Background: an optimization exercise with open tools, aiming at small area, a short achievable clock period and few clock cycles. Do not read the settings as production practice.
Where RTL was checked, it was by simulation tests only, not by an equivalence proof against the original.
Function not checked in run 5: the RTL went through the layout flow alone.
Power and IR drop assume default switching activity.

==> design/flow/flow/run.sh <==
#!/bin/bash
# Standard layout with two changes:
# - synthesis is ORFS's (flow/my_synth.tcl is synth_recipe.tcl plus an abc
#   wrapper) with the abc mapping script flow/abc_map.script, an area-oriented
#   script (three &nf -R 1000 -p mapping rounds, no resizing); registers are untouched;
# - plain buf_1 cells as the port buffers.
set -euo pipefail
export BUFFER_PORTS_ARGS="-buffer_cell sky130_fd_sc_hd__buf_1"
export MY_ABC_SCRIPT="$PWD/flow/abc_map.script"
bash standard.sh SYNTH_SCRIPT="$PWD/flow/my_synth.tcl" finish > standard_flow.log 2>&1
==> design/flow/flow/abc_map.script <==
&get -n
&st
&dch
&nf -R 1000 -p
&st
&syn2
&synch2
&nf -R 1000 -p
&st
&dch -f
&nf -R 1000 -p
&put
==> design/flow/flow/my_synth.tcl <==
proc synth {args} { yosys synth -nofsm -noshare {*}$args }
proc abc {args} {
  set i [lsearch -exact $args -script]
  if {$i >= 0 && [info exists ::env(MY_ABC_SCRIPT)]} { lset args [expr {$i + 1}] $::env(MY_ABC_SCRIPT) }
  yosys abc {*}$args
}
source $::env(SCRIPTS_DIR)/synth.tcl
# left out here: clear keep_hierarchy, flatten, clean up, hide names made inside functions, write 1_2_yosys.v
==> design/flow/standard.sh <==
#!/bin/bash
# synth_recipe.tcl (not shown) runs the flow's synth.tcl, then flattens the netlist and writes it again
# the make line also repeats each setting of config.mk as NAME=value (left out here)
make -C /OpenROAD-flow-scripts/flow DESIGN_CONFIG=/design/flow/config.mk WORK_HOME=/design/flow/orfs CLKGATE_MAP_FILE= SYNTH_SCRIPT=/design/flow/synth_recipe.tcl "${@:-finish}"
==> design/flow/config.mk <==
export PLATFORM = sky130hd
export DESIGN_NAME = tbpm_rxdec
export DESIGN_NICKNAME = tbpm_rxdec
export VERILOG_FILES = /design/flow/design.v
export SDC_FILE = /design/flow/constraint.sdc
export NUM_CORES = 4
export LEC_CHECK = 0
export CAP_MARGIN = 50
export CORE_MARGIN = 2
export CORE_UTILIZATION = 40
export CTS_BUF_LIST = sky130_fd_sc_hd__clkbuf_8
export CTS_CLUSTER_DIAMETER = 200
export CTS_CLUSTER_SIZE = 30
export SLEW_MARGIN = 70
==> design/flow/constraint.sdc <==
create_clock -name core_clock -period 35.0 [get_ports {clk}]
set_input_delay 7.0000 -clock core_clock [delete_from_list [all_inputs] [get_ports {clk}]]
set_output_delay 7.0000 -clock core_clock [all_outputs]
set_load 0.01 [all_outputs]
==> design/flow/design.v <==
module tbpm_rxdec (
    input  wire        clk,
    input  wire        rst,
    input  wire        cfg_we,
    input  wire [7:0]  cfg_pct,
    input  wire [15:0] cfg_floor,
    input  wire [1:0]  cfg_reg_len,
    input  wire        cfg_reg0,
    input  wire        cfg_reg1,
    input  wire        in_valid,
    output wire        in_ready,
    input  wire [31:0] in_data,
    input  wire        in_last,
    output wire        out_valid,
    input  wire        out_ready,
    output wire        rl_ok,
    output wire [3:0]  rl_cause,
    output wire [31:0] rl_word,
    output wire        fw_ok,
    output wire [3:0]  fw_cause,
    output wire [31:0] fw_word,
    output wire        dsp_ok,
    output wire [1:0]  dsp_tried,
    output wire [31:0] dsp_word
);
    reg [6:0]  tol_pct;
    reg [15:0] tol_floor;
    reg [1:0]  reg_len;
    reg        reg0, reg1;
    always @(posedge clk) begin
        if (rst) begin
            tol_pct   <= 7'd25;
            tol_floor <= 16'd10;
            reg_len   <= 2'd0;
            reg0      <= 1'b0;
            reg1      <= 1'b0;
        end else if (cfg_we && cfg_pct <= 8'd100 && cfg_reg_len <= 2'd2) begin
            tol_pct   <= cfg_pct[6:0];
            tol_floor <= cfg_floor;
            reg_len   <= cfg_reg_len;
            reg0      <= cfg_reg0;
            reg1      <= cfg_reg1;
        end
    end
    reg        r_v;            
    reg        r_last;
    reg        r_s;            
    reg        r_u;            
    reg [16:0] r_d;            
    reg        rdy;            
    reg        done;           
    reg [7:0]  n_ent;          
    wire keep    = !n_ent[7];
    wire odd     = n_ent[0];
    wire needfsm = (odd && keep) || r_last;
    wire stall   = r_v && done && needfsm;
    wire absorb  = r_v && !stall;
    wire fin     = absorb && r_last;
    wire take    = in_valid && rdy;
    always @(posedge clk) begin
        if (!stall) begin
            r_last <= in_last;
            r_s    <= in_data[31];
            r_u    <= (in_data[31:17] == 15'd0) || (in_data[31:17] == 15'h7fff);
            r_d    <= in_data[16:0];
        end
    end
    wire       r_v_nx    = !rst && (stall || take);
    wire       r_last_nx = stall ? r_last : in_last;
    wire [7:0] n_nx      = (rst || fin) ? 8'd0 : (absorb && keep) ? n_ent + 8'd1 : n_ent;
    wire       done_nx   = !rst && (fin || (done && !out_ready));
    wire       rdy_nx    = !(r_v_nx && done_nx && ((n_nx[0] && !n_nx[7]) || r_last_nx));
    reg j0;
    always @(posedge clk) begin
        r_v   <= r_v_nx;
        n_ent <= n_nx;
        j0    <= (n_nx[6:1] == 6'd0);
        done  <= done_nx;
        rdy   <= rdy_nx;
    end
    assign in_ready  = rdy;
    assign out_valid = done;
    wire [16:0] x = r_d ^ {17{r_s}};
    function lt18(input [17:0] a, input [17:0] b);
        integer i;
        reg l;
        begin
            l = 1'b0;
            for (i = 0; i < 18; i = i + 1)
                l = (!a[i] && b[i]) || ((!a[i] || b[i]) && l);
            lt18 = l;
        end
    endfunction
    function top18(input [17:0] a, input [17:0] b, input c);
        integer i;
        reg l;
        begin
            l = c;
            for (i = 0; i < 17; i = i + 1)
                l = (a[i] && b[i]) || ((a[i] || b[i]) && l);
            top18 = a[17] ^ b[17] ^ l;
        end
    endfunction
    function [35:0] csa18(input [17:0] a, input [17:0] b, input [17:0] c, input cin);
        reg [17:0] s, k;
        begin
            s = a ^ b ^ c;
            k = (a & b) | (a & c) | (b & c);
            csa18 = {k[16:0], cin, s};
        end
    endfunction
    wire [12:0] ta = j0 ? (odd ? {1'b0, tol_pct, 5'd0} : {tol_pct, 6'd0}) : {2'd0, tol_pct, 4'd0};
    wire [12:0] tb = j0 ? (odd ? {4'd0, tol_pct, 2'd0} : {5'd0, tol_pct, 1'b0}) : {6'd0, tol_pct};
    wire [17:0] nea = j0 ? (odd ? -18'sd2800 : -18'sd6200) : -18'sd1700;
    wire [17:0] da  = {1'b0, x} + nea + {17'd0, r_s};
    wire [16:0] va  = da[16:0] ^ {17{da[17]}};
    wire [35:0] la1 = csa18({5'd0, ta}, j0 ? {5'h1f, ~tb} : {5'd0, tb}, {2'd0, tol_floor}, j0);
    wire [35:0] la2 = csa18(la1[17:0], la1[35:18], {1'b0, ~va}, 1'b0);
    wire        in_a = top18(la2[17:0], la2[35:18], !da[17]);
    wire [17:0] db  = {1'b0, x} - 18'd550 + {17'd0, r_s};
    wire [16:0] vb  = db[16:0] ^ {17{db[17]}};
    wire [35:0] lb1 = csa18({9'd0, tol_pct, 2'd0}, {11'd0, tol_pct}, {12'd0, tol_pct[6:1]}, 1'b0);
    wire [35:0] lb2 = csa18(lb1[17:0], lb1[35:18], {2'd0, tol_floor}, 1'b0);
    wire [35:0] lb3 = csa18(lb2[17:0], lb2[35:18], {1'b0, ~vb}, 1'b0);
    wire        in_b = top18(lb3[17:0], lb3[35:18], !db[17] || tol_pct[0]);
    wire x_nz     = (r_d != 17'd0);
    wire is_mark  = !r_s && r_u && x_nz;
    wire is_space =  r_s && r_u;
    reg        m_hit;
    reg        m_rl;           
    reg [14:0] m_val;
    always @(posedge clk) begin
        if (absorb && !odd) begin
            m_hit  <= is_mark && (j0 ? in_a : in_b);
            m_rl   <= is_mark && (r_d[16:15] == 2'b00);
            m_val  <= r_d[14:0];
        end
    end
    wire fw_pre  = odd && m_hit && is_space && in_a;
    wire fw_one  = fw_pre;
    wire fw_zero = odd && m_hit && is_space && in_b;
    wire        rl_sig = odd && m_rl && is_space && (x[16:15] == 2'b00);
    wire [15:0] wsum   = {1'b0, m_val} + {1'b0, x[14:0]};      
    wire ge1 = !lt18({2'd0, wsum}, 18'd1562);
    wire ge2 = !lt18({2'd0, wsum}, 18'd4687);
    wire ge3 = !lt18({2'd0, wsum}, 18'd7812);
    wire ge4 = !lt18({2'd0, wsum}, 18'd10937);
    wire ge5 = !lt18({2'd0, wsum}, 18'd14062);
    wire ge6 = !lt18({2'd0, wsum}, 18'd17187);
    wire c_zero  = rl_sig && ge1 && !ge2;
    wire c_same  = rl_sig && ge2 && !ge3;
    wire c_one   = rl_sig && ge3 && !ge4;
    wire c_stop  = rl_sig && ge4 && !ge5;
    wire c_start = rl_sig && ge5 && !ge6;
    wire pev = absorb && ((odd && keep) || (n_ent == 8'd0 && r_last));
    wire p0  = pev && j0;
    wire [5:0] pidx = n_ent[6:1];
    reg [4:0]  rl_c;
    reg [15:0] rl_sh;
    reg [7:0]  rl_rep;
    reg        rl_repnz;
    reg [7:0]  rl_src, rl_cmd;
    reg        rl_long;        
    wire rl_bit = c_one || (c_same && rl_sh[0]);
    wire rl_idle = (rl_c == 5'd0);
    wire rl_stp  = (rl_c == 5'd18);
    wire rl_fin  = pev && !p0 && rl_stp && c_stop;
    always @(posedge clk) begin
        if (pev)
            rl_sh <= {rl_sh[14:0], rl_bit};
    end
    always @(posedge clk) begin
        if (pev) begin
            if (p0 || rl_idle)
                rl_c <= c_start ? 5'd1 : 5'd0;
            else if (!rl_stp && (c_zero || c_one || c_same))
                rl_c <= rl_c + 5'd1;
            else
                rl_c <= 5'd0;
        end
    end
    always @(posedge clk) begin
        if (rl_fin) begin
            rl_src <= rl_sh[15:8];
            rl_cmd <= rl_sh[7:0];
        end
    end
    wire [7:0] rep_nx   = p0 ? 8'd0 : (rl_fin && rl_rep != 8'hff) ? rl_rep + 8'd1 : rl_rep;
    wire       repnz_nx = p0 ? 1'b0 : (rl_repnz || rl_fin);
    wire       long_nx  = p0 ? 1'b0 : (rl_long || (absorb && n_ent == 8'd41));
    always @(posedge clk) begin
        rl_rep   <= rep_nx;
        rl_repnz <= repnz_nx;
        rl_long  <= long_nx;
    end
    reg        fw_stop;
    reg [2:0]  fw_cause_q;
    reg        fw_bad;
    reg [15:0] fw_p;
    localparam [14:0] FW_HDR = 15'h2008;
    wire fw_sym  = fw_one || fw_zero;
    wire fw_hexp = FW_HDR[4'd15 - pidx[3:0]];
    wire fw_hmis = fw_one ^ fw_hexp;
    wire fw_cmis = fw_one ^ fw_p[15] ^ fw_p[7];
    wire in_hdr  = (pidx <= 6'd15);
    wire in_chk  = (pidx >= 6'd32);
    reg        fw_stop_nx;
    reg [2:0]  fw_cause_nx;
    reg        fw_bad_nx;
    always @(*) begin
        fw_stop_nx  = fw_stop;
        fw_cause_nx = fw_cause_q;
        fw_bad_nx   = fw_bad;
        if (p0) begin
            fw_stop_nx  = !fw_pre;
            fw_cause_nx = fw_pre ? 3'd4 : 3'd2;
            fw_bad_nx   = 1'b0;
        end else if (pev && !fw_stop) begin
            if (!fw_sym) begin
                fw_stop_nx = 1'b1;
            end else if (in_hdr) begin
                if (pidx == 6'd15) begin
                    if (fw_bad || fw_hmis) begin
                        fw_stop_nx  = 1'b1;
                        fw_cause_nx = 3'd5;
                    end
                end else begin
                    fw_bad_nx = fw_bad || fw_hmis;
                end
            end else if (in_chk) begin
                if (pidx == 6'd39) begin
                    fw_stop_nx  = 1'b1;
                    fw_cause_nx = (fw_bad || fw_cmis) ? 3'd6 : 3'd0;
                end else begin
                    fw_bad_nx = fw_bad || fw_cmis;
                end
            end
        end
    end
    always @(posedge clk) begin
        fw_stop    <= fw_stop_nx;
        fw_cause_q <= fw_cause_nx;
        fw_bad     <= fw_bad_nx;
        if (pev && !in_hdr && pidx <= 6'd39)
            fw_p <= {fw_p[14:0], in_chk ? fw_p[15] : fw_one};
    end
    wire rl_ok_nx  = long_nx && repnz_nx;
    wire fw_ok_nx  = (fw_cause_nx == 3'd0);
    wire ok0_nx    = reg0 ? fw_ok_nx : rl_ok_nx;
    wire ok1_nx    = reg1 ? fw_ok_nx : rl_ok_nx;
    wire take0_nx  = (reg_len != 2'd0) && ok0_nx;
    wire take1_nx  = !take0_nx && (reg_len == 2'd2) && ok1_nx;
    reg rl_ok_q, fw_ok_q, sel_rl, sel_fw;
    reg [1:0] tried_q;
    always @(posedge clk) begin
        rl_ok_q <= rl_ok_nx;
        fw_ok_q <= fw_ok_nx;
        sel_rl  <= (take0_nx && !reg0) || (take1_nx && !reg1);
        sel_fw  <= (take0_nx &&  reg0) || (take1_nx &&  reg1);
        tried_q <= take0_nx ? 2'd1 : reg_len;
    end
    wire [23:0] rl_f = {rl_rep, rl_cmd, rl_src};
    wire [31:0] fw_f = {8'd1, fw_p[15:8], 4'd0, fw_p[3:0], 4'd0, fw_p[7:4]};
    assign rl_ok     = rl_ok_q;
    assign rl_cause  = {1'b0, {2{rl_long && !rl_repnz}}, !rl_ok_q};
    assign rl_word   = {8'd0, rl_f & {24{rl_ok_q}}};
    assign fw_ok     = fw_ok_q;
    assign fw_cause  = {1'b0, fw_cause_q};
    assign fw_word   = fw_f & {32{fw_ok_q}};
    assign dsp_ok    = sel_rl || sel_fw;
    assign dsp_tried = tried_q;
    assign dsp_word  = ({8'd0, rl_f} & {32{sel_rl}}) | (fw_f & {32{sel_fw}});
endmodule
==> results by group, run 1 <==
Critical path
  • Slowest-stage cell, CP: dfxtp_2
  • R2r setup slk: around 27 ns
  • Critical Path AT: 1.43 ns
  • Slowest cell delay on critical path: 0.58 ns
  • Crit end category: primary output
  • Worst-path cell chain: a22o_1, buf_1
  • CP top delay family: flip-flops
  • Critical path fanouts, max: 18
  • WS Path Type: register to primary output
  • Startpoint Class: register
  • Worst Path Required: approximately 28 ns
  • CP bufs+invs: 1

Synthesis
  • Synth top area cells: edfxtp_1 27%, dfxtp_1 12%, fa_1 8.3%
  • Mux cell area share after synthesis: 0.311%
  • Synth area leader: edfxtp_1
  • XOR/XNOR share of the synthesized area: a little under a tenth
  • Synth Area in Compound Gates: between 10% and 20%
  • Post-synth top flop: edfxtp_1
  • Seq/Total Area, Yosys: between 30% and 40%
  • Syn_area_per_cell: 9.59 um^2
  • Number of synthesized register bits: 150
  • EDFF count, synth: 90
  • Main combinational cell family by area after synthesis: simple AND/OR/NAND/NOR gates
  • Synth Area in Simple Gates: 16.0%
  • Post-synthesis cell type count: 56
  • Share of flip-flops with an asynchronous set or reset: 0%
  • Synthesis Warnings: 1
  • Adder-cell share of the synthesized area: roughly 15%
  • Area share of the largest cell type after synthesis: 26.8%
  • Syn Inst Count: 1050
  • Synth Cell Area: 10100 um^2

Run
  • Max-cap violations: 0

Place
  • Inst Count DP: about 1500
  • Detail Placement HPWL: 17.5 mm
  • DP Area: 11100 um^2
  • IO Port Bufs: 144
  • Gpl congestion: 0.837

Global routing
  • Vias in the first global route: 7409
  • Largest net degree at the start of global routing: 36
  • Tot GR Track Use: about 18%
  • Initial antenna violation count: 0
  • Total congestion overflow: 0
  • First-pass GRT wire length: 37.0 mm

STA
  • Final Hold Viols: 0
  • Peak Freq: 119 MHz
  • Setup violations, final: 0
  • Setup TNS Final: 0 ns
  • RSZ-0062 raised after global routing: no
  • Hold slack: 0.440 ns
  • Skew final: 0.0236 ns
  • Tcrit/Tclk final: 24.1%
  • Crit path time final: 8.43 ns
  • Final Max Slew Viols: 0

Power and ir drop
  • PD cells: 43.4 nW/um^2
  • Lkg Pwr: between 4 and 5 nW
  • VDD IR-drop max: 0.0173 mV

Cells and area
  • Nets@finish: between 1000 and 1500
  • Most frequent cells in the layout: 145 x buf_1, 99 x nand2_1, 90 x edfxtp_1, 83 x clkinv_1
  • Post-route insts no fill: 1566
  • Commonest non-fill, non-tap cell in the layout: buf_1
  • Final Cell Area: 11600 um^2
  • Ratio of cells with drive above 1 in the final layout: 5.66%
  • Final core utilization: between 40% and 50%
  • # diodes: 0
  • Area grow syn2layout: 15.2%

Clock tree
  • Htree depth: 4
  • Worst-skew pair later-pin latency: between 0.4 and 0.5 ns
  • Number of hold buffers added after CTS: 0
  • CTS sink count: 150
  • CTS Buffer Depth: 2
  • Inserted Clock Buffers: 17
  • CTS tree: yes
  • Clock root cell: clkbuf_8
  • Setup bufs post-CTS: 0
  • Clock transition at the registers of the reported paths: 0.10 ns
  • Post-CTS sizing: 0

Detailed routing
  • Total number of vias: 7849
  • DR WL/cell: 14.6 um
  • Pre-antenna DRT Iters: 4
  • Routed Wire Length: approximately 23 mm
  • Post-DRT Antenna Nets: 0
  • Vias/cell: 5.01
  • DRC: 0
  • Drt initial violations: 436

Status
  • Status: no timing/DRC/antenna violations

Floorplan
  • Die span in y: 163 um
  • Die area: 26500 um^2
  • CORE AREA: 25000 um^2
  • I/O Pins: 177
  • Effective utilization at floorplan: about two fifths
  • Row count: 58
  • Die width: 163 um

Worst hold path
  • Class of the worst hold path: register to register
==> Yosys cell counts (9+ instances only) <==
library cell,count
nand2_1,100
edfxtp_1,90
clkinv_1,84
nor2_1,83
a21oi_1,82
dfxtp_1,60
xnor2_1,54
and2_0,53
xor2_1,52
ha_1,50
o21ai_0,43
fa_1,42
buf_4,35
nor3_1,19
a22o_1,16
nand3_1,16
a31oi_1,15
o22ai_1,13
a211oi_1,12
a21o_1,10
nand2b_1,10
nor2b_1,10
o21bai_1,9
==> kinds of logic (layout without fill, tap and decap cells) <==
group	Yosys count	in the layout
and+or+nand+nor	334	334
other	1	32
xor gates and xnor gates	106	106
adders and majority gates	96	96
AOI/OAI and AO/OA	241	241
buffers and inverters	119	274
DFF	150	150
muxes	3	3
==> final timing paths <==
kind	end	from	depth (start not counted)
setup / recovery	dsp_word[19]	sel_fw	2
hold / removal	rl_src[7]	rl_sh[15]	0
setup reg to reg	tried_q[0]	j0	41
hold reg to reg	rl_src[7]	rl_sh[15]	0
==> cell type report <==
type                            instances  area (um^2)
Multi-Input combinational cell        812         5880
Timing Repair Buffer                  158          652
Tap cell                              330          413
Clock inverter                         15          196
Inverter                               84          317
Fill cell                            2496        13400
Sequential cell                       150         3910
Clock buffer                           17          234
==> where the power goes <==
| group | leakage, nW | switching [mW] | internal (mW) | total [mW] |
|---|---|---|---|---|
| Sequential | 1.35 | 0.00614 | 0.192 | 0.198 |
| Clock | 0.213 | 0.0846 | 0.0559 | 0.141 |
| Combinational | 2.60 | 0.0934 | 0.0710 | 0.164 |
| Total | 4.16 | 0.184 | 0.319 | 0.503 |
==> layer usage <==
| layer | vias to the layer above | GRT usage (%) | share of wire (%) |
|---|---|---|---|
| met4 | 0 | 5.11 | 1.1 |
| met2 | 176 | 30.3 | 48 |
| met5 | - | 0 | 0 |
| met3 | 17 | 2.60 | 3.6 |
| met1 | 3675 | 23.0 | 47 |
| li1 | 3981 | - | - |
==> worst register-to-register path: cells and delay by family (launching register included) <==
| family | cells | cell delay, ns |
|---|---|---|
| flops | 1 | 0.32 |
| simple gates | 10 | 1.91 |
| compound gates | 21 | 3.01 |
| xor+xnor | 2 | 0.40 |
| fa+ha+maj | 3 | 1.15 |
| buf+inv | 5 | 1.28 |
==> state kept, by name, summed over array words and instances (netlist names), 2 cells and up <==
| name | count |
|---|---|
| r_d | 17 |
| fw_p | 16 |
| rl_sh | 16 |
| tol_floor | 16 |
| m_val | 15 |
| n_ent | 8 |
| rl_cmd | 8 |
| rl_rep | 8 |
| rl_src | 8 |
| tol_pct | 7 |
| rl_c | 5 |
| fw_cause_q | 3 |
| reg_len | 2 |
| tried_q | 2 |
==> per-stage QoR <==
stage               setup WS (ns)  power [mW]
floorplan                   26.77       0.330
global placement            26.38       0.359
detailed placement          26.42       0.363
CTS                         26.53       0.507
global route                26.08       0.538
finish                      26.57       0.503
Testbench counts, summed over its fixed seeds: cycles 31,890.
==> run 2: changes to the inputs <==
--- a/design/flow/flow/run.sh
+++ b/design/flow/flow/run.sh
@@ -4,3 +4,3 @@
 #   wrapper) with the abc mapping script flow/abc_map.script, an area-oriented
-#   script (three &nf -R 1000 -p mapping rounds, no resizing); registers are untouched;
+#   script (three &nf -R 1000 -p mapping rounds); registers are untouched;
 # - plain buf_1 cells as the port buffers.
==> design/flow/flow/abc_map.script (replaced) <==
&get -n
&st
&dch
&nf -R 1000 -p
&st
&syn2
&synch2
&nf -R 1000 -p
&st
&dch -f
&nf -R 1000 -p
&put
buffer -c
topo
stime -c
upsize -c
dnsize -c
--- a/design/flow/config.mk
+++ b/design/flow/config.mk
@@ -11,4 +11,2 @@
 export CTS_BUF_LIST = sky130_fd_sc_hd__clkbuf_8
-export CTS_CLUSTER_DIAMETER = 200
-export CTS_CLUSTER_SIZE = 30
 export SLEW_MARGIN = 70
==> run 2 against run 1 <==
Net effect: still clean; fmax about the same; register-to-register slack improved by 0.91 ns; sequential power about the same; synthesized area increased by 3.1%; clock power about the same; first-iteration DRC count decreased by 1.1%; core utilization about the same; die area increased by 3.0%; critical endpoint is now dsp_word[10]; largest cell class unchanged; highest routed layer unchanged.
==> results by group, run 2 <==
Status
  • Status: no timing/DRC/antenna violations

Cells and area
  • # diodes: 0 (unchanged)
  • Post-route insts no fill: 1565 (-0.064%)
  • Most flops, register: r_d
  • Fillers: 2450 (-1.8%)
  • Most frequent cells in the layout: 145 x buf_1, 98 x nand2_1, 90 x edfxtp_1, 82 x inv_1, 79 x a21oi_1
  • Nets@finish: 1380 (-0.072%)
  • Max reg flops: 17 (unchanged)
  • Area grow syn2layout: 13.3%
  • Commonest non-fill, non-tap cell in the layout: buf_1
  • Ratio of cells with drive above 1 in the final layout: 7.94% (+2.3 points)
  • Final core utilization: 46.5% (about the same)

Synthesis
  • Number of synthesized register bits: 150 (unchanged)
  • Seq/Total Area, Yosys: 37.6% (-1.2 points)
  • Share of flip-flops with an asynchronous set or reset: 0% (unchanged)
  • Post-synth top flop: edfxtp_1
  • XOR/XNOR share of the synthesized area: 9.48% (+0.26 points)
  • Count leader, synth: nand2_1
  • Synth top area cells: edfxtp_1 26%, dfxtp_1 12%, fa_1 8.1%
  • Syn Inst Count: 1082 (+3.0%)
  • Adder-cell share of the synthesized area: 14.5% (-0.44 points)
  • Synth Area in Compound Gates: 15.1% (+0.11 points)
  • EDFF count, synth: 90 (unchanged)
  • Synth area leader: edfxtp_1
  • Main combinational cell family by area after synthesis: simple AND/OR/NAND/NOR gates
  • Post-synthesis cell type count: 80 (+43%)
  • Syn_area_per_cell: 9.60 um^2 (about the same)
  • Synthesis Warnings: 1 (unchanged)
  • Mux cell area share after synthesis: 0.301% (-0.0094 points)
  • Synth Area in Simple Gates: 16.1% (+0.060 points)
  • Ranking of synthesized cells by instance count: 98 x nand2_1, 90 x edfxtp_1, 82 x inv_1
  • Synth Cell Area: 10400 um^2 (+3.1%)
  • Area share of the largest cell type after synthesis: 26.0% (-0.81 points)

Global routing
  • Vias in the first global route: 7205 (-2.8%)
  • Tot GR Track Use: 17.1% (-0.53 points)
  • Initial antenna violation count: 0 (unchanged)
  • Total congestion overflow: 0 (unchanged)
  • First-pass GRT wire length: 36.3 mm (-1.9%)
  • Largest net degree at the start of global routing: 36 (unchanged)

Clock tree
  • Clock root cell: clkbuf_8
  • CTS tree: yes
  • Number of hold buffers added after CTS: 0 (unchanged)
  • Worst-skew pair later-pin latency: 0.47 ns (about the same)
  • Post-CTS sizing: 0 (unchanged)
  • CTS sink count: 150 (unchanged)
  • Clock transition at the registers of the reported paths: 0.11 ns (about the same)
  • CTS Buffer Depth: 2 (unchanged)
  • Htree depth: 4 (unchanged)
  • Setup bufs post-CTS: 0 (unchanged)
  • Inserted Clock Buffers: 17 (unchanged)

Floorplan
  • I/O Pins: 177 (unchanged)
  • Row count: 58 (unchanged)
  • CORE AREA: 25300 um^2 (+1.5%)
  • Die area: 27300 um^2 (+3.0%)
  • Die span in y: 165 um (+1.5%)
  • Effective utilization at floorplan: 41.0% (+0.66 points)
  • Die width: 165 um (+1.5%)

Detailed routing
  • Routed Wire Length: 22.8 mm (about the same)
  • Post-DRT Antenna Nets: 0 (unchanged)
  • Vias/cell: 5.05 (+0.70%)
  • Total number of vias: 7899 (+0.64%)
  • Drt initial violations: 431 (-1.1%)
  • DRC: 0 (unchanged)
  • Pre-antenna DRT Iters: 6 (+2)
  • DR WL/cell: 14.6 um (+0.16%)

Power and ir drop
  • Lkg Pwr: 4.51 nW (+8.5%)
  • Seq pwr share: 38.7% (-0.7 points)
  • VDD IR-drop max: 0.0214 mV (+24%)
  • PD cells: 43.5 nW/um^2 (+0.33%)
  • Clock group share of total power: 27.9% (about the same)
  • Switching share of power: 37.2% (+0.60 points)
  • Cell-internal power: 0.322 mW (+0.81%)
  • NetSw: 0.190 mW (+3.4%)
  • Gate power share: 33.4% (+0.7 points)

Critical path
  • WS Path Type: register to primary output
  • Slowest cell delay on critical path: 0.60 ns (+0.02 ns)
  • Critical path fanouts, max: 18 (unchanged)
  • Worst Path Required: 28.00 ns (about the same)
  • Critical Path AT: 1.42 ns (about the same)
  • Crit end category: primary output
  • Slowest-stage cell, CP: dfxtp_2
  • Startpoint Class: register
  • Worst-path cell chain: a22o_1, buf_1

STA
  • Skew final: 0.0194 ns (-0.00422 ns)
  • Final Hold Viols: 0 (unchanged)
  • Peak Freq: 119 MHz (about the same)
  • Tcrit/Tclk final: 24.1% (about the same)
  • Setup TNS Final: 0 ns (unchanged)
  • Hold slack: 0.430 ns (-0.0108 ns)
  • Setup violations, final: 0 (unchanged)
  • Final Max Slew Viols: 0 (unchanged)
  • RSZ-0062 raised after global routing: no
  • Crit path time final: 8.42 ns (-0.00570 ns)

Place
  • Inst Count DP: 1533 (unchanged)
  • Gpl congestion: 0.837 (about the same)
  • IO Port Bufs: 144 (unchanged)
  • Detail Placement HPWL: 17.6 mm (+0.42%)

Worst hold path
  • Class of the worst hold path: register to register

Run
  • Max-cap violations: 0 (unchanged)
-- run 2: changes by cell type in the layout (fill, tap and decap cells not counted), sizes merged --
cell and change:
clkinv -85, inv +85, buf -1
-- run 2: path summary, 6_finish.rpt --
path	startpoint	endpoint	slack, ns	depth (start not counted)
hold reg to reg	rl_sh[15]	rl_src[7]	0.43	0
hold / removal	rl_sh[15]	rl_src[7]	0.43	0
setup reg to reg	r_s	tried_q[0]	27.83	39
setup / recovery	sel_fw	dsp_word[10]	26.58	2
-- run 2: layout make-up --
class | count | area, um^2 | area share, %
inverters | 84 | 315 | 2.68
flip-flops and latches | 150 | 3910 | 33.2
clock inverters | 15 | 194 | 1.65
repair buffers | 157 | 644 | 5.47
multi-input cells | 812 | 6060 | 51.5
clock buffers | 17 | 234 | 1.99
well taps | 330 | 413 | 3.51
-- run 2: metrics by stage --
stage	worst slack (ns)	total power, mW	area [um^2]
final	26.58	0.512	11800
after global routing	26.46	0.546	11800
after CTS	26.53	0.513	11700
after detailed placement	26.44	0.370	11300
after global placement	26.48	0.366	11100
after floorplan	26.83	0.336	10500
-- run 2: critical path: cells and delay by family, from the launching register on --
family,cells,cell delay (ns)
buf+inv,1,0.16
compound gates,1,0.19
flops,1,0.60
-- run 2: logic make-up (layout without fill, tap and decap cells) --
kind of cell    count (synthesis)  count (layout)
flops                         150             150
other cells                     1              32
fa+ha+maj                      96              96
simple gates                  334             334
compound gates                241             241
mux                             3               3
buf+inv                       151             273
xor+xnor                      106             106
-- run 2: per-layer routing --
metal,GRT usage [%],up-vias,wire (um)
li1,-,3968,-
met1,22.3,3695,10500
met2,29.0,214,10900
met3,3.00,22,1100
met4,4.90,0,291
met5,0,-,0
-- run 2: power by group through the flow --
| stage | clock [mW] | sequential (mW) | combinational [mW] |
|---|---|---|---|
| floorplan | 0 | 0.200 | 0.136 |
| CTS | 0.146 | 0.198 | 0.169 |
| global placement | 0 | 0.202 | 0.164 |
| detailed placement | 0 | 0.202 | 0.168 |
| global route | 0.153 | 0.199 | 0.194 |
| finish | 0.143 | 0.198 | 0.171 |
==> run 3: changes to the inputs <==
--- a/design/flow/design.v
+++ b/design/flow/design.v
@@ -111,2 +111,22 @@
     endfunction
+    function [17:0] add18(input [17:0] a, input [17:0] b, input c);
+        integer i, l;
+        reg [17:0] g, p, g0, p0;
+        begin
+            p0 = a ^ b;
+            g0 = a & b;
+            g0[0] = g0[0] | (p0[0] & c);
+            g = g0;
+            p = p0;
+            for (l = 0; l < 5; l = l + 1)
+                for (i = 17; i >= 0; i = i - 1)
+                    if ((i >> l) & 1) begin
+                        g[i] = g[i] | (p[i] & g[((i >> l) << l) - 1]);
+                        p[i] = p[i] & p[((i >> l) << l) - 1];
+                    end
+            add18[0] = p0[0] ^ c;
+            for (i = 1; i < 18; i = i + 1)
+                add18[i] = p0[i] ^ g[i - 1];
+        end
+    endfunction
     wire [12:0] ta = j0 ? (odd ? {1'b0, tol_pct, 5'd0} : {tol_pct, 6'd0}) : {2'd0, tol_pct, 4'd0};
@@ -114,3 +134,3 @@
     wire [17:0] nea = j0 ? (odd ? -18'sd2800 : -18'sd6200) : -18'sd1700;
-    wire [17:0] da  = {1'b0, x} + nea + {17'd0, r_s};
+    wire [17:0] da  = add18({1'b0, x}, nea, r_s);
     wire [16:0] va  = da[16:0] ^ {17{da[17]}};
@@ -119,3 +139,3 @@
     wire        in_a = top18(la2[17:0], la2[35:18], !da[17]);
-    wire [17:0] db  = {1'b0, x} - 18'd550 + {17'd0, r_s};
+    wire [17:0] db  = add18({1'b0, x}, -18'sd550, r_s);
     wire [16:0] vb  = db[16:0] ^ {17{db[17]}};
@@ -142,3 +162,23 @@
     wire        rl_sig = odd && m_rl && is_space && (x[16:15] == 2'b00);
-    wire [15:0] wsum   = {1'b0, m_val} + {1'b0, x[14:0]};      
+    function [15:0] add15(input [14:0] a, input [14:0] b);
+        integer i, l;
+        reg [14:0] g, p, g0, p0;
+        begin
+            p0 = a ^ b;
+            g0 = a & b;
+            g = g0;
+            p = p0;
+            for (l = 0; l < 4; l = l + 1)
+                for (i = 14; i >= 0; i = i - 1)
+                    if ((i >> l) & 1) begin
+                        g[i] = g[i] | (p[i] & g[((i >> l) << l) - 1]);
+                        p[i] = p[i] & p[((i >> l) << l) - 1];
+                    end
+            add15[0] = p0[0];
+            for (i = 1; i < 15; i = i + 1)
+                add15[i] = p0[i] ^ g[i - 1];
+            add15[15] = g[14];
+        end
+    endfunction
+    wire [15:0] wsum   = add15(m_val, x[14:0]);      
     wire ge1 = !lt18({2'd0, wsum}, 18'd1562);
--- a/design/flow/flow/run.sh
+++ b/design/flow/flow/run.sh
@@ -4,3 +4,3 @@
 #   wrapper) with the abc mapping script flow/abc_map.script, an area-oriented
-#   script (three &nf -R 1000 -p mapping rounds); registers are untouched;
+#   script (three &nf -R 1000 -p mapping rounds, no resizing); registers are untouched;
 # - plain buf_1 cells as the port buffers.
==> design/flow/flow/abc_map.script (replaced) <==
&get -n
&st
&dch
&nf -R 1000 -p
&st
&syn2
&synch2
&nf -R 1000 -p
&st
&dch -f
&nf -R 1000 -p
&put
--- a/design/flow/config.mk
+++ b/design/flow/config.mk
@@ -9,3 +9,3 @@
 export CORE_MARGIN = 2
-export CORE_UTILIZATION = 40
+export CORE_UTILIZATION = 55
 export CTS_BUF_LIST = sky130_fd_sc_hd__clkbuf_8
==> run 3 against run 2 <==
Net effect: count of clock-buffer cells in the layout is the same; register-to-register slack worse by 0.71 ns; synthesized cell count decreased by 5.5%; hold slack worse by 0.0023 ns; clock power increased by 14%.
==> results by group, run 3 <==
Synthesis
  • Share of flip-flops with an asynchronous set or reset: 0% (unchanged)
  • Number of synthesized register bits: 150 (unchanged)
  • EDFF count, synth: 90 (unchanged)
  • Area share of the largest cell type after synthesis: 27.0% (+1.0 points)
  • Syn Inst Count: 1023 (-5.5%)
  • Count leader, synth: nand2_1
  • Ranking of synthesized cells by instance count: 93 x nand2_1, 90 x edfxtp_1, 88 x clkinv_1
  • Post-synth top flop: edfxtp_1
  • Synthesis Warnings: 1 (unchanged)
  • Seq/Total Area, Yosys: 39.0% (+1.4 points)
  • Synth top area cells: edfxtp_1 27%, dfxtp_1 12%, fa_1 9.4%
  • Syn_area_per_cell: 9.78 um^2 (+1.9%)
  • Post-synthesis cell type count: 56 (-30%)
  • Synth Cell Area: 10000 um^2 (-3.7%)
  • Synth area leader: edfxtp_1

Run
  • Max-cap violations: 0 (unchanged)

Critical path
  • Reg2Reg Depth: 38 (-2.6%)
  • Crit end category: primary output
  • Crit path capture: dsp_word[9]
  • Worst R2R Start: r_s
  • WS Path Type: register to primary output
  • Worst reg2reg endpoint: tried_q[0]
  • Critical Path AT: 1.33 ns (-0.09 ns)
  • R2r setup slk: 27.12 ns (-0.71 ns)
  • Critical path startpoint: sel_fw
  • Critical path fanouts, max: 18 (unchanged)
  • Worst Path Required: 28.00 ns (about the same)
  • Startpoint Class: register

Floorplan
  • Die area: 19300 um^2 (-29%)
  • Row count: 49 (-16%)
  • Effective utilization at floorplan: 55.9% (+15 points)
  • I/O Pins: 177 (unchanged)
  • Die width: 139 um (-16%)
  • Die span in y: 139 um (-16%)
  • CORE AREA: 17900 um^2 (-29%)

Clock tree
  • Post-CTS sizing: 0 (unchanged)
  • Htree depth: 4 (unchanged)
  • CTS Buffer Depth: 2 (unchanged)
  • Number of hold buffers added after CTS: 0 (unchanged)
  • CTS tree: yes
  • Clock root cell: clkbuf_8
  • Clock transition at the registers of the reported paths: 0.09 ns (-0.02 ns)
  • Inserted Clock Buffers: 17 (unchanged)
  • Worst-skew pair later-pin latency: 0.46 ns (about the same)
  • Setup bufs post-CTS: 0 (unchanged)
  • CTS sink count: 150 (unchanged)

Cells and area
  • Commonest non-fill, non-tap cell in the layout: buf_1
  • Max reg flops: 17 (unchanged)
  • Most frequent cells in the layout: 145 x buf_1, 93 x nand2_1, 90 x edfxtp_1, 87 x clkinv_1, 72 x nor2_1
  • Most flops, register: r_d
  • Ratio of cells with drive above 1 in the final layout: 6.06% (-1.9 points)
  • Area grow syn2layout: 14.6%
  • Nets@finish: 1359 (-1.5%)
  • # diodes: 0 (unchanged)

Detailed routing
  • Total number of vias: 7698 (-2.5%)
  • Vias/cell: 5.37 (+6.4%)
  • Routed Wire Length: 21.7 mm (-5.1%)
  • Post-DRT Antenna Nets: 0 (unchanged)
  • Pre-antenna DRT Iters: 5 (-1)
  • DR WL/cell: 15.1 um (+3.6%)
  • Drt initial violations: 456 (+5.8%)
  • DRC: 0 (unchanged)

Global routing
  • First-pass GRT wire length: 35.6 mm (-1.8%)
  • Met1 Use GR: 29.6% (+7.3 points)
  • Tot GR Track Use: 22.8% (+5.7 points)
  • Met2 Usage GRT: 39.4% (+10 points)
  • Vias in the first global route: 7263 (+0.80%)
  • Total congestion overflow: 0 (unchanged)
  • Busiest layer in global routing: met2
  • Largest net degree at the start of global routing: 37 (+2.8%)
  • GRT met3 Usage: 3.97% (+0.97 points)
  • Initial antenna violation count: 0 (unchanged)

STA
  • Final Hold Viols: 0 (unchanged)
  • Skew final: 0.0173 ns (-0.00205 ns)
  • Setup TNS Final: 0 ns (unchanged)
  • RSZ-0062 raised after global routing: no
  • Tcrit/Tclk final: 23.8% (-0.28 points)
  • Hold slack: 0.427 ns (-0.00231 ns)
  • Crit path time final: 8.33 ns (-0.0965 ns)
  • Final Max Slew Viols: 0 (unchanged)
  • Setup violations, final: 0 (unchanged)
  • Peak Freq: 120 MHz (+1.2%)

Place
  • Detail Placement HPWL: 16.7 mm (-5.3%)
  • IO Port Bufs: 144 (unchanged)
  • Gpl congestion: 0.804 (-3.9%)

Worst hold path
  • Class of the worst hold path: register to register

Power and ir drop
  • Lkg Pwr: 4.10 nW (-9.1%)
  • VDD IR-drop max: 0.0243 mV (+14%)
  • PD cells: 45.2 nW/um^2 (+3.8%)

Status
  • Status: no timing/DRC/antenna violations
run 3: cell types whose count changed after synthesis, moves of 7 or more:
cell / change
clkbuf_1: -26
o21bai_1: -7
xor2_1: -9
clkinv_1: +87
nor2b_1: +7
a21oi_1: -10
inv_1: -82
and2_1: -52
o21ai_1: -9
o21ai_0: +17
and2_0: +56
run 3: critical path, cell delays in order (launching register included):
cell	delay, ns
dfxtp_2	0.53
a22o_1	0.18
buf_1	0.15
run 3: routing by layer:
metal / routed length [um] / up-vias / share of wire [%]
met5: 0 / - / 0
met4: 208 / 0 / 0.96
met3: 995 / 18 / 4.6
met2: 10800 / 209 / 50
met1: 9680 / 3587 / 45
li1: - / 3884 / -
run 3: cell type report:
type                       count  area (um^2)
sequential                   150         3920
timing repair buffer         154          618
multi-input combinational    781         5820
inverter                      88          332
fill                        1542         6440
clock buffer                  17          234
clock inverter                15          255
tap                          229          287
run 3: worst min path at each step:
stage                         start        end  slack [ns]  depth (start not counted)
after CTS                 rl_sh[15]  rl_src[7]        0.43                          0
after floorplan           rl_sh[15]  rl_src[7]        0.40                          0
after detailed placement  rl_sh[15]  rl_src[7]        0.41                          0
after global placement    rl_sh[15]  rl_src[7]        0.41                          0
final                     rl_sh[15]  rl_src[7]        0.43                          0
after global routing      rl_sh[15]  rl_src[7]        0.45                          0
run 3: stage by stage:
| stage | setup WS, ns | cell area (um^2) | utilization, % | power (mW) | instances |
|---|---|---|---|---|---|
| 5_1_grt | 26.20 | 11500 | 64.0 | 0.550 | 1434 |
| 3_3_place_gp | 26.40 | 10800 | 60.1 | 0.352 | 1401 |
| 3_5_place_dp | 26.47 | 10900 | 60.8 | 0.355 | 1402 |
| 2_1_floorplan | 26.46 | 10100 | - | 0.322 | 1054 |
| 6_report | 26.67 | 11500 | 64.0 | 0.518 | 1434 |
| 4_1_cts | 26.52 | 11400 | 63.6 | 0.520 | 1434 |
run 3: kinds of logic after synthesis:
family	count (synthesis)	share of synthesized area [%]
compound gates	218	13.7
xor+xnor	90	7.88
fa+ha+maj	104	16.5
buf+inv	123	5.93
flops	150	39.0
mux	5	0.513
other cells	1	0.0375
simple gates	332	16.4
run 3: where the power goes:
part | leakage (nW) | internal [mW] | switching (mW)
clock network | 0.246 | 0.0884 | 0.0744
logic | 2.52 | 0.0669 | 0.0893
registers | 1.34 | 0.192 | 0.00693
total | 4.10 | 0.347 | 0.171
Testbench counts of run 3, summed over its fixed seeds: cycles 31,890.
==> run 4: changes to the inputs <==
--- a/design/flow/config.mk
+++ b/design/flow/config.mk
@@ -9,3 +9,3 @@
 export CORE_MARGIN = 2
-export CORE_UTILIZATION = 55
+export CORE_UTILIZATION = 40
 export CTS_BUF_LIST = sky130_fd_sc_hd__clkbuf_8
==> run 4 against run 3 <==
Net effect: still clean on timing, DRC and antenna; sequential share of layout area decreased by 0.16 points; clock power fell by 16%; worst setup slack worse by 0.059 ns; critical endpoint unchanged.
==> results by group, run 4 <==
Cells and area
  • Area of the multi-input gates: 5800 um^2 (-0.22%)
  • Ratio of cells with drive above 1 in the final layout: 6.14% (+0.078 points)
  • Max reg flops: 17 (unchanged)
  • Final core utilization: 47.0% (-17 points)
  • Fillers: 2415 (+57%)
  • Post-route insts no fill: 1530 (+6.7%)
  • Final Cell Area: 11500 um^2 (+0.38%)
  • Register Area: 3910 um^2 (about the same)
  • Most flops, register: r_d
  • # diodes: 0 (unchanged)
  • Commonest non-fill, non-tap cell in the layout: buf_1
  • Area grow syn2layout: 15.0%
  • Most frequent cells in the layout: 145 x buf_1, 93 x nand2_1, 90 x edfxtp_1, 87 x clkinv_1, 72 x nor2_1
  • Nets@finish: 1360 (+0.074%)

STA
  • Final Hold Viols: 0 (unchanged)
  • Skew final: 0.0161 ns (-0.00120 ns)
  • Peak Freq: 119 MHz (-0.70%)
  • Hold slack: 0.432 ns (+0.00476 ns)
  • Post-route setup slack: 26.61 ns (-0.0586 ns)
  • Setup violations, final: 0 (unchanged)
  • Tcrit/Tclk final: 24.0% (+0.17 points)
  • RSZ-0062 raised after global routing: no
  • Setup TNS Final: 0 ns (unchanged)
  • Final Max Slew Viols: 0 (unchanged)
  • Crit path time final: 8.39 ns (+0.0586 ns)

Clock tree
  • Worst-skew pair later-pin latency: 0.47 ns (about the same)
  • CTS tree: yes
  • Inserted Clock Buffers: 17 (unchanged)
  • Clock root cell: clkbuf_8
  • Htree depth: 4 (unchanged)
  • Setup bufs post-CTS: 0 (unchanged)
  • CTS sink count: 150 (unchanged)
  • Number of hold buffers added after CTS: 0 (unchanged)
  • Clock transition at the registers of the reported paths: 0.10 ns (about the same)
  • Post-CTS sizing: 0 (unchanged)
  • CTS Buffer Depth: 2 (unchanged)

Place
  • Post-Place Worst Slack: 26.47 ns (-0.00240 ns)
  • Detail Placement HPWL: 17.0 mm (+2.2%)
  • DP Area: 11000 um^2 (+1.1%)
  • IO Port Bufs: 144 (unchanged)
  • Gpl congestion: 0.827 (+2.9%)
  • Inst Count DP: 1497 (+6.8%)

Synthesis
  • Syn_area_per_cell: 9.78 um^2 (unchanged)
  • Area share of the largest cell type after synthesis: 27.0% (unchanged)
  • Synth top area cells: edfxtp_1 27%, dfxtp_1 12%, fa_1 9.4%
  • Post-synthesis cell type count: 56 (unchanged)
  • Syn Inst Count: 1023 (unchanged)
  • Share of flip-flops with an asynchronous set or reset: 0% (unchanged)
  • Seq/Total Area, Yosys: 39.0% (unchanged)
  • Post-synth top flop: edfxtp_1
  • Ranking of synthesized cells by instance count: 93 x nand2_1, 90 x edfxtp_1, 88 x clkinv_1
  • EDFF count, synth: 90 (unchanged)
  • Synth area leader: edfxtp_1
  • Number of synthesized register bits: 150 (unchanged)
  • Count leader, synth: nand2_1
  • Synth Cell Area: 10000 um^2 (unchanged)
  • Synthesis Warnings: 1 (unchanged)

Detailed routing
  • Vias/cell: 5.05 (-6.0%)
  • Post-DRT Antenna Nets: 0 (unchanged)
  • Drt initial violations: 390 (-14%)
  • Total number of vias: 7724 (+0.34%)
  • Routed Wire Length: 22.2 mm (+2.5%)
  • DRC: 0 (unchanged)
  • DR WL/cell: 14.5 um (-3.9%)
  • Pre-antenna DRT Iters: 5 (unchanged)

Global routing
  • Tot GR Track Use: 17.4% (-5.4 points)
  • First-pass GRT wire length: 36.4 mm (+2.2%)
  • Initial antenna violation count: 0 (unchanged)
  • Vias in the first global route: 7341 (+1.1%)
  • Largest net degree at the start of global routing: 37 (unchanged)
  • Total congestion overflow: 0 (unchanged)

Floorplan
  • Die width: 162 um (+17%)
  • Row count: 57 (+16%)
  • CORE AREA: 24500 um^2 (+37%)
  • Effective utilization at floorplan: 40.9% (-15 points)
  • Die area: 26300 um^2 (+36%)
  • Die span in y: 162 um (+17%)
  • I/O Pins: 177 (unchanged)

Power and ir drop
  • VDD IR-drop max: 0.0220 mV (-9.6%)
  • Tot Pwr: 0.492 mW (-5.0%)
  • Lkg Pwr: 4.07 nW (-0.74%)
  • PD cells: 42.7 nW/um^2 (-5.4%)

Critical path
  • CP top delay family: flip-flops
  • CP bufs+invs: 1 (unchanged)
  • Slowest cell delay on critical path: 0.57 ns (+0.04 ns)
  • Slowest-stage cell, CP: dfxtp_2
  • Critical path fanouts, max: 18 (unchanged)
  • Worst-path cell chain: a22o_1, buf_1
  • Worst Path Required: 28.00 ns (about the same)
  • Critical Path AT: 1.39 ns (+0.06 ns)
  • Crit end category: primary output
  • Startpoint Class: register
  • WS Path Type: register to primary output

Run
  • Max-cap violations: 0 (unchanged)

Status
  • Status: no timing/DRC/antenna violations

Worst hold path
  • Class of the worst hold path: register to register
[run 4: cell type report]
type	count	share of cell area (%)
Sequential cell	150	34.0
Clock inverter	14	1.34
Clock buffer	18	2.15
Inverter	88	2.88
Multi-Input combinational cell	781	50.5
Timing Repair Buffer	155	5.62
Tap cell	324	3.52
[run 4: cells by family after synthesis]
group                      synth area share, %
and+or+nand+nor                           16.4
AOI/OAI and AO/OA                         13.7
DFF                                       39.0
buffers and inverters                     5.93
adders and majority gates                 16.5
xor gates and xnor gates                  7.88
muxes                                    0.513
other                                   0.0375
[run 4: path summary, 6_finish.rpt]
path                                    end  cells after the start  startpoint  slack [ns]
worst min-delay path              rl_src[7]                      0   rl_sh[15]        0.43
worst max register to register   tried_q[0]                     38         r_s       27.19
worst max-delay path            dsp_word[9]                      2      sel_fw       26.61
worst min register to register    rl_src[7]                      0   rl_sh[15]        0.43
[run 4: layer usage]
layer	wire (um)	global-route usage, %
met1	10500	23.7
met2	10200	28.3
met3	1160	3.50
met4	326	4.83
met5	0	0
[run 4: worst register-to-register path, delay by kind of cell (launching register included)]
| kind | cells | cell delay [ns] |
|---|---|---|
| AOI/OAI and AO/OA | 20 | 3.27 |
| xor gates and xnor gates | 2 | 0.34 |
| adders and majority gates | 3 | 1.19 |
| buffers and inverters | 4 | 0.66 |
| DFF | 1 | 0.35 |
| and+or+nand+nor | 9 | 1.87 |
[run 4: power by group]
group	switching [mW]	internal, mW
clock	0.0812	0.0558
combinational	0.0889	0.0680
sequential	0.00609	0.192
==> run 5: changes to the inputs <==
--- a/design/flow/design.v
+++ b/design/flow/design.v
@@ -76,3 +76,3 @@
         n_ent <= n_nx;
-        j0    <= (n_nx[6:1] == 6'd0);
+        j0    <= rst || fin || (j0 && !(absorb && odd));
         done  <= done_nx;
@@ -111,22 +111,2 @@
     endfunction
-    function [17:0] add18(input [17:0] a, input [17:0] b, input c);
-        integer i, l;
-        reg [17:0] g, p, g0, p0;
-        begin
-            p0 = a ^ b;
-            g0 = a & b;
-            g0[0] = g0[0] | (p0[0] & c);
-            g = g0;
-            p = p0;
-            for (l = 0; l < 5; l = l + 1)
-                for (i = 17; i >= 0; i = i - 1)
-                    if ((i >> l) & 1) begin
-                        g[i] = g[i] | (p[i] & g[((i >> l) << l) - 1]);
-                        p[i] = p[i] & p[((i >> l) << l) - 1];
-                    end
-            add18[0] = p0[0] ^ c;
-            for (i = 1; i < 18; i = i + 1)
-                add18[i] = p0[i] ^ g[i - 1];
-        end
-    endfunction
     wire [12:0] ta = j0 ? (odd ? {1'b0, tol_pct, 5'd0} : {tol_pct, 6'd0}) : {2'd0, tol_pct, 4'd0};
@@ -134,3 +114,3 @@
     wire [17:0] nea = j0 ? (odd ? -18'sd2800 : -18'sd6200) : -18'sd1700;
-    wire [17:0] da  = add18({1'b0, x}, nea, r_s);
+    wire [17:0] da  = {1'b0, x} + nea + {17'd0, r_s};
     wire [16:0] va  = da[16:0] ^ {17{da[17]}};
@@ -139,3 +119,3 @@
     wire        in_a = top18(la2[17:0], la2[35:18], !da[17]);
-    wire [17:0] db  = add18({1'b0, x}, -18'sd550, r_s);
+    wire [17:0] db  = {1'b0, x} - 18'd550 + {17'd0, r_s};
     wire [16:0] vb  = db[16:0] ^ {17{db[17]}};
@@ -162,23 +142,3 @@
     wire        rl_sig = odd && m_rl && is_space && (x[16:15] == 2'b00);
-    function [15:0] add15(input [14:0] a, input [14:0] b);
-        integer i, l;
-        reg [14:0] g, p, g0, p0;
-        begin
-            p0 = a ^ b;
-            g0 = a & b;
-            g = g0;
-            p = p0;
-            for (l = 0; l < 4; l = l + 1)
-                for (i = 14; i >= 0; i = i - 1)
-                    if ((i >> l) & 1) begin
-                        g[i] = g[i] | (p[i] & g[((i >> l) << l) - 1]);
-                        p[i] = p[i] & p[((i >> l) << l) - 1];
-                    end
-            add15[0] = p0[0];
-            for (i = 1; i < 15; i = i + 1)
-                add15[i] = p0[i] ^ g[i - 1];
-            add15[15] = g[14];
-        end
-    endfunction
-    wire [15:0] wsum   = add15(m_val, x[14:0]);      
+    wire [15:0] wsum   = {1'b0, m_val} + {1'b0, x[14:0]};      
     wire ge1 = !lt18({2'd0, wsum}, 18'd1562);
@@ -229,3 +189,4 @@
     wire       repnz_nx = p0 ? 1'b0 : (rl_repnz || rl_fin);
-    wire       long_nx  = p0 ? 1'b0 : (rl_long || (absorb && n_ent == 8'd41));
+    wire       long_set = absorb && n_ent == 8'd41;
+    wire       long_nx  = p0 ? 1'b0 : (rl_long || long_set);
     always @(posedge clk) begin
@@ -301,13 +262,28 @@
     end
-    wire [23:0] rl_f = {rl_rep, rl_cmd, rl_src};
-    wire [31:0] fw_f = {8'd1, fw_p[15:8], 4'd0, fw_p[3:0], 4'd0, fw_p[7:4]};
+    wire fw_win = pev && !p0 && !fw_stop && fw_sym && in_chk && pidx == 6'd39 &&
+                  !fw_bad && !fw_cmis;
+    reg rl_ok_b, rl_ok_c, fw_ok_b, sel_rl_b, sel_fw_b;
+    always @(posedge clk) begin
+        rl_ok_b  <= !p0 && (rl_ok_b || (rl_fin && (rl_long || long_set)) ||
+                            (rl_repnz && long_set));
+        rl_ok_c  <= !p0 && (rl_long || long_set) && (rl_repnz || rl_fin);
+        fw_ok_b  <= !p0 && (fw_ok_b || fw_win);
+        sel_rl_b <= rl_ok_nx && (((reg_len != 2'd0) && !reg0) ||
+                                 (reg_len[1] && reg0 && !reg1 && !fw_ok_nx));
+        sel_fw_b <= fw_ok_nx && (((reg_len != 2'd0) && reg0) ||
+                                 (reg_len[1] && !reg0 && reg1 && !rl_ok_nx));
+    end
     assign rl_ok     = rl_ok_q;
     assign rl_cause  = {1'b0, {2{rl_long && !rl_repnz}}, !rl_ok_q};
-    assign rl_word   = {8'd0, rl_f & {24{rl_ok_q}}};
+    assign rl_word   = {8'd0, rl_rep & {8{rl_ok_b}}, rl_cmd & {8{rl_ok_c}}, rl_src & {8{rl_ok_q}}};
     assign fw_ok     = fw_ok_q;
     assign fw_cause  = {1'b0, fw_cause_q};
-    assign fw_word   = fw_f & {32{fw_ok_q}};
+    assign fw_word   = {7'd0, fw_ok_q, fw_p[15:8] & {8{fw_ok_q}},
+                        4'd0, fw_p[3:0] & {4{fw_ok_b}}, 4'd0, fw_p[7:4] & {4{fw_ok_b}}};
     assign dsp_ok    = sel_rl || sel_fw;
     assign dsp_tried = tried_q;
-    assign dsp_word  = ({8'd0, rl_f} & {32{sel_rl}}) | (fw_f & {32{sel_fw}});
+    assign dsp_word  = {7'd0, sel_fw,
+                        (rl_rep & {8{sel_rl}}) | (fw_p[15:8] & {8{sel_fw}}),
+                        (rl_cmd & {8{sel_rl_b}}) | ({4'd0, fw_p[3:0]} & {8{sel_fw_b}}),
+                        (rl_src & {8{sel_rl_b}}) | ({4'd0, fw_p[7:4]} & {8{sel_fw_b}})};
 endmodule
--- a/design/flow/flow/run.sh
+++ b/design/flow/flow/run.sh
@@ -3,4 +3,4 @@
 # - synthesis is ORFS's (flow/my_synth.tcl is synth_recipe.tcl plus an abc
-#   wrapper) with the abc mapping script flow/abc_map.script, an area-oriented
-#   script (three &nf -R 1000 -p mapping rounds, no resizing); registers are untouched;
+#   wrapper) with the abc mapping script flow/abc_map.script, which is ORFS's
+#   speed script with area recovery in &nf (-R 100); registers are untouched;
 # - plain buf_1 cells as the port buffers.
==> design/flow/flow/abc_map.script (replaced) <==
&get -n
&st
&dch
&nf -R 100
&st
&syn2
&if -g -K 6
&synch2
&nf -R 100
&st
&syn2
&if -g -K 6
&synch2
&nf -R 100
&st
&syn2
&if -g -K 6
&synch2
&nf -R 100
&st
&syn2
&if -g -K 6
&synch2
&nf -R 100
&st
&syn2
&if -g -K 6
&synch2
&nf -R 100
&put
buffer -c
topo
stime -c
upsize -c
dnsize -c
==> run 5 against run 4 <==
Net effect: synthesized cell count grew 17%; wire length grew 19%; register-to-register slack gained 0.15 ns; die area grew 11%; design area grew 9.9%.
==> results by group, run 5 <==
Synthesis
  • Number of synthesized register bits: 155 (+3.3%)
  • Synthesis Warnings: 1 (unchanged)
  • Seq/Total Area, Yosys: 35.8% (-3.2 points)
  • Post-synth top flop: edfxtp_1
  • Syn Inst Count: 1193 (+17%)
  • Syn_area_per_cell: 9.37 um^2 (-4.2%)
  • Synth top area cells: edfxtp_1 24%, dfxtp_1 12%, fa_1 7.5%
  • Ranking of synthesized cells by instance count: 118 x nor2_1, 90 x edfxtp_1, 87 x inv_1
  • Area share of the largest cell type after synthesis: 24.2% (-2.8 points)
  • Synth area leader: edfxtp_1
  • Post-synthesis cell type count: 78 (+39%)
  • Count leader, synth: nor2_1
  • Synth Cell Area: 11200 um^2 (+12%)
  • EDFF count, synth: 90 (unchanged)
  • Share of flip-flops with an asynchronous set or reset: 0% (unchanged)

STA
  • Crit path time final: 8.39 ns (+0.00400 ns)
  • Final Max Slew Viols: 0 (unchanged)
  • Setup TNS Final: 0 ns (unchanged)
  • Hold slack: 0.433 ns (+0.000905 ns)
  • Peak Freq: 119 MHz (about the same)
  • Skew final: 0.0257 ns (+0.00956 ns)
  • Final Hold Viols: 0 (unchanged)
  • Setup violations, final: 0 (unchanged)
  • RSZ-0062 raised after global routing: no
  • Tcrit/Tclk final: 24.0% (about the same)
  • Post-route setup slack: 26.61 ns (-0.00400 ns)

Detailed routing
  • Drt initial violations: 556 (+43%)
  • Vias/cell: 5.03 (-0.43%)
  • DRC: 0 (unchanged)
  • DR WL/cell: 15.3 um (+5.6%)
  • Pre-antenna DRT Iters: 5 (unchanged)
  • Total number of vias: 8651 (+12%)
  • Post-DRT Antenna Nets: 0 (unchanged)
  • Routed Wire Length: 26.4 mm (+19%)

Critical path
  • Critical Path AT: 1.39 ns (about the same)
  • WS Path Type: register to primary output
  • Critical path startpoint: sel_rl
  • Worst Path Required: 28.00 ns (about the same)
  • Critical path fanouts, max: 9 (-9)
  • Crit end category: primary output
  • Worst R2R Start: r_s
  • Startpoint Class: register
  • R2r setup slk: 27.34 ns (+0.15 ns)

Power and ir drop
  • Lkg Pwr: 4.79 nW (+18%)
  • PD cells: 42.4 nW/um^2 (-0.84%)
  • VDD IR-drop max: 0.0220 mV (about the same)

Clock tree
  • Htree depth: 4 (unchanged)
  • Number of hold buffers added after CTS: 0 (unchanged)
  • CTS Buffer Depth: 2 (unchanged)
  • Post-CTS sizing: 0 (unchanged)
  • Worst-skew pair later-pin latency: 0.48 ns (about the same)
  • CTS tree: yes
  • Inserted Clock Buffers: 17 (unchanged)
  • Setup bufs post-CTS: 0 (unchanged)
  • Clock transition at the registers of the reported paths: 0.10 ns (about the same)
  • CTS sink count: 155 (+3.3%)
  • Clock root cell: clkbuf_8

Cells and area
  • Nets@finish: 1488 (+9.4%)
  • # diodes: 0 (unchanged)
  • Area grow syn2layout: 13.0%
  • Ratio of cells with drive above 1 in the final layout: 8.27% (+2.1 points)
  • Most frequent cells in the layout: 144 x buf_1, 118 x nor2_1, 90 x edfxtp_1, 87 x inv_1
  • Max reg flops: 17 (unchanged)
  • Most flops, register: r_d
  • Commonest non-fill, non-tap cell in the layout: buf_1

Floorplan
  • CORE AREA: 27600 um^2 (+13%)
  • Die width: 171 um (+5.6%)
  • I/O Pins: 177 (unchanged)
  • Die span in y: 171 um (+5.6%)
  • Die area: 29300 um^2 (+11%)
  • Effective utilization at floorplan: 40.5% (-0.43 points)
  • Row count: 61 (+7.0%)

Worst hold path
  • Class of the worst hold path: register to register
  • HP Start: rl_sh[15]

Place
  • Post-Place Worst Slack: 26.35 ns (-0.115 ns)
  • Detail Placement HPWL: 20.4 mm (+20%)
  • IO Port Bufs: 144 (unchanged)
  • Gpl congestion: 0.842 (+1.8%)

Global routing
  • Largest net degree at the start of global routing: 49 (+32%)
  • Initial antenna violation count: 0 (unchanged)
  • Total congestion overflow: 0 (unchanged)
  • First-pass GRT wire length: 42.2 mm (+16%)
  • Tot GR Track Use: 18.4% (+1.0 points)
  • Vias in the first global route: 8327 (+13%)

Run
  • Max-cap violations: 0 (unchanged)

Status
  • Status: no timing/DRC/antenna violations
run 5: changes by cell type in the layout (fill, tap and decap cells not counted), moves of 9 or more:
| cell | before | now |
|---|---|---|
| clkinv_1 | 87 | 0 |
| inv_1 | 0 | 87 |
| and2_1 | 1 | 56 |
| and2_0 | 54 | 0 |
| nor2_1 | 72 | 118 |
| mux2i_1 | 4 | 29 |
| nand2_1 | 93 | 69 |
| xnor2_1 | 50 | 69 |
| a21oi_1 | 71 | 59 |
| a21o_1 | 7 | 17 |
| maj3_1 | 3 | 12 |
| nor3_1 | 12 | 21 |
run 5: layer usage:
| layer | vias to the layer above | part of all wire, % | global-route usage, % |
|---|---|---|---|
| li1 | 4345 | - | - |
| met1 | 4105 | 46 | 24.0 |
| met2 | 177 | 49 | 31.7 |
| met3 | 24 | 3.7 | 2.83 |
| met4 | 0 | 1.7 | 5.34 |
| met5 | - | 0 | 0 |
run 5: logic make-up after synthesis:
family / share of synthesized area (%)
DFF: 35.8
buffers and inverters: 6.96
other: 0.0335
AOI/OAI and AO/OA: 13.8
adders and majority gates: 14.3
and+or+nand+nor: 17.5
muxes: 2.90
xor gates and xnor gates: 8.67
run 5: power breakdown:
| group | internal (mW) | switching (mW) |
|---|---|---|
| combinational | 0.0787 | 0.105 |
| sequential | 0.198 | 0.00716 |
| clock | 0.0618 | 0.0849 |
| total | 0.338 | 0.197 |
run 5: layout make-up:
type | instances | area, um^2
tap | 378 | 473
multi-input combinational | 901 | 6670
clock inverter | 15 | 195
fill | 2714 | 15000
clock buffer | 17 | 234
inverter | 91 | 345
sequential | 155 | 4010
timing repair buffer | 164 | 708
run 5: critical path, stage by stage, from the launching register on:
cell,delay [ns]
dfxtp_1,0.56
a22o_1,0.21
buf_1,0.16
run 5: final timing paths:
check,to,cells past startpoint
max,dsp_word[16],2
min,rl_src[7],0
max reg2reg,sel_rl,33
min reg2reg,rl_src[7],0
run 5: stage by stage:
| step | total power [mW] | instances | area [um^2] | utilization (%) |
|---|---|---|---|---|
| global placement | 0.387 | 1681 | 12000 | 43.4 |
| finish | 0.536 | 1721 | 12600 | 45.7 |
| global route | 0.574 | 1721 | 12600 | 45.7 |
| CTS | 0.540 | 1719 | 12600 | 45.6 |
| floorplan | 0.352 | 1224 | 11300 | - |
| detailed placement | 0.391 | 1687 | 12200 | 44.0 |

==> static timing again, ports no longer ideal <==
The flow's constraints put no driver on any port. The routed layouts listed below were extracted and timed again, unchanged, in two steps.
Step 1: set_driving_cell puts a clkbuf_16 on clk and a buf_2 on each other input, an assumption about the parent block.
Step 2 adds t to the input delays and takes it off the output delays; t is the mean of the earliest and latest rising clock arrival at the registers after step 1. Input paths then give back, and output paths get back, about the clock's delay inside the block.
a / b / c = no drivers / after step 1 / after step 2; a / b = the first two.
| run | t (ns) | slack for setup (ns) | hold WS [ns] |
|---|---|---|---|
| run 1 | 0.509 | 26.571 / 26.529 / 26.400 | 0.440 / 0.440 / 0.440 |
| run 2 | 0.512 | 26.576 / 26.530 / 26.437 | 0.430 / 0.430 / 0.430 |
| run 3 | 0.490 | 26.673 / 26.634 / 26.449 | 0.427 / 0.427 / 0.427 |
| run 4 | 0.506 | 26.614 / 26.572 / 26.466 | 0.432 / 0.432 / 0.432 |
| run 5 | 0.508 | 26.610 / 26.565 / 26.357 | 0.433 / 0.433 / 0.433 |
After both steps setup and hold are still met in every run listed. The setup slack of run 5, which loses most, moves by -0.045 ns with the drivers and by -0.253 ns with both steps.
